Source: an optimization exercise on an open RTL-to-GDS flow (aim: small area). Production flows keep margins and buffers that such runs may drop. RTL that was checked went through simulation tests only; none was proved equivalent to the original. Power is estimated from default activity; no workload was simulated.

## the reference run
// emsg_rx
module emsg_rx (
    input  wire        clk,
    input  wire        rst,         
    input  wire        rx_valid,    
    input  wire [7:0]  rx_data,
    input  wire        rx_error,    
    input  wire        csr_req,
    input  wire        csr_we,
    input  wire [11:0] csr_addr,
    input  wire [31:0] csr_wdata,
    output reg  [31:0] csr_rdata,
    output wire        msg_avail
);
Size in the first run: ~6,800 cells after synthesis, roughly 0.11 mm2 of cells after synthesis.
clock: 10.0 ns
lec_check: 0
cap_margin: 20
core_margin: 2
core_utilization: 40
cts_buf_list: sky130_fd_sc_hd__clkbuf_4
cts_cluster_size: 20
slew_margin: 20
run.sh (not shown) runs the stock make flow with config.mk's settings and CLKGATE_MAP_FILE= SYNTH_SCRIPT=/design/flow/synth_recipe.tcl, a recipe that flattens the netlist after the stock synthesis.
Changes in the trial run relative to the reference run:
# the reference run
export LEC_CHECK = 0
export CAP_MARGIN = 20
export CORE_MARGIN = 2
export CORE_UTILIZATION = 40
export CTS_BUF_LIST = sky130_fd_sc_hd__clkbuf_4
export CTS_CLUSTER_SIZE = 20
export SLEW_MARGIN = 20
create_clock -name core_clock -period 10.0 [get_ports {clk}]
# the trial run
export LEC_CHECK = 0
export CAP_MARGIN = 20
export CORE_MARGIN = 2
export CORE_UTILIZATION = 40
export CTS_BUF_LIST = sky130_fd_sc_hd__clkbuf_4 sky130_fd_sc_hd__clkbuf_8
export SLEW_MARGIN = 20
create_clock -name core_clock -period 10.0 [get_ports {clk}]
--- outcome ---
The reference run → the trial run: max-cap violation count barely changed, clock-buffer cell count dropped 40%.
The trial run vs the reference run, leakage dissipation went down by 2.1%.

========
Another version of the RTL of emsg_rx (not shown whole).
Size: about 5800 cells after synthesis, ~91 I/O pins.
export LEC_CHECK = 0
export CAP_MARGIN = 20
export CORE_MARGIN = 2
export CORE_UTILIZATION = 50
export CTS_BUF_LIST = sky130_fd_sc_hd__clkbuf_8
export CTS_CLUSTER_DIAMETER = 50
export CTS_CLUSTER_SIZE = 16
export SLEW_MARGIN = 20
export SYNTH_HIERARCHICAL = 1
create_clock -name core_clock -period 10.0 [get_ports {clk}]
The baseline passed the timing, design-rule and antenna checks.
Edit:
==> flow/flow/run.sh (new file) <==
#!/bin/bash
# The standard layout, with clock-tree synthesis told not to add dummy loads
# (and to use mid-size clock buffers in clusters of up to 16 sinks).
set -euo pipefail
export CTS_ARGS="-sink_clustering_enable -repair_clock_nets -buf_list sky130_fd_sc_hd__clkbuf_8 -sink_clustering_size 16 -sink_clustering_max_diameter 50 -dont_use_dummy_load"
bash standard.sh finish > standard_flow.log 2>&1
==> flow/standard.sh (new file) <==
#!/bin/bash
# synth_recipe.tcl (not shown) runs the flow's synth.tcl, then flattens the netlist and writes it again
# the make line also repeats each setting of config.mk as NAME=value (left out here)
make -C /OpenROAD-flow-scripts/flow DESIGN_CONFIG=/design/flow/config.mk WORK_HOME=/design/flow/orfs CLKGATE_MAP_FILE= SYNTH_SCRIPT=/design/flow/synth_recipe.tcl "${@:-finish}"
removed: flow/run.sh
- The changed run completed with no timing, DRC or antenna violations
- fmax barely changes
- total power decreases by a few percent
- design area decreases slightly
- sequential share of layout area grows by 0.88 points
- via count drops slightly
- synthesized cell count does not change
- die area is unchanged
No run of this note included a check of the RTL's function; only the layout flow was run.

========
emsg_rx, a different RTL version from the one above (not shown whole).
Size in the first run: roughly 5800 cells after synthesis, ~2700 flip-flops, about 91 I/O pins, about 0.10 mm² of cells after synthesis.
clock: 10.0 ns
lec_check: 0
cap_margin: 20
core_margin: 2
core_utilization: 50
cts_buf_list: sky130_fd_sc_hd__clkbuf_8
cts_cluster_diameter: 50
cts_cluster_size: 16
place_density: 0.8
slew_margin: 20
synth_hierarchical: 1
standard.sh (not shown) runs the stock make flow with config.mk's settings and CLKGATE_MAP_FILE= SYNTH_SCRIPT=/design/flow/synth_recipe.tcl, a recipe that flattens the netlist after the stock synthesis.
==> flow/flow/run.sh <==
#!/bin/bash
# The standard layout with two changes in how it is made:
#  - clock-tree synthesis adds no dummy loads and uses mid-size clock buffers
#    in clusters of up to 16 sinks;
#  - each input and output port still gets its own buffer, but a buf_1
#    instead of the larger delay buffer buffer_ports picks by default.
set -euo pipefail
export CTS_ARGS="-sink_clustering_enable -repair_clock_nets -buf_list sky130_fd_sc_hd__clkbuf_8 -sink_clustering_size 16 -sink_clustering_max_diameter 50 -dont_use_dummy_load"
export BUFFER_PORTS_ARGS="-buffer_cell sky130_fd_sc_hd__buf_1"
bash standard.sh finish > standard_flow.log 2>&1
Next try:
Settings changed: PLACE_DENSITY 0.8 to not set.
Effect: The new run produced a clean layout. Total power increases by a few percent. Sequential cell count is unchanged. Wire length increases by roughly a tenth. Count of clock-buffer cells in the layout increases by 33. Setup slack gets better by 61 ps. Die area stays the same.

-- afterwards: timing with drivers on the ports --
In the flow no input, the clock included, has a driving cell. The finished layouts below were timed again as built, in two steps. Step 1: set_driving_cell puts a clkbuf_16 on clk and a buf_2 on each other input, an assumption about the parent block. Step 2 adds t to the input delays and takes it off the output delays; t is the mean of the earliest and latest rising clock arrival at the registers after step 1. Input paths then give back, and output paths get back, about the clock's delay inside the block. Three values: ideal, step 1, step 2; two values: the first two.
run	t (ns)	setup WS [ns]	hold slack, ns
the reference run	1.546	0.571 / 0.542 / 0.542	0.506 / 0.506 / 0.506
the trial run	1.186	0.587 / 0.558 / 0.558	0.488 / 0.488 / 0.488
the first run of note 2	1.144	0.541 / 0.466 / 0.466	0.504 / 0.504 / 0.504
the second run of note 2	1.079	0.524 / 0.427 / 0.427	0.500 / 0.500 / 0.500
the first run of note 3	1.041	0.971 / 0.942 / 0.858	0.509 / 0.509 / 0.509
the second run of note 3	1.079	1.032 / 1.007 / 0.822	0.513 / 0.513 / 0.513
After both steps setup and hold are still met in every run listed. The setup slack of the second run of note 3, which loses most, moves by -0.025 ns with the drivers and by -0.210 ns with both steps.
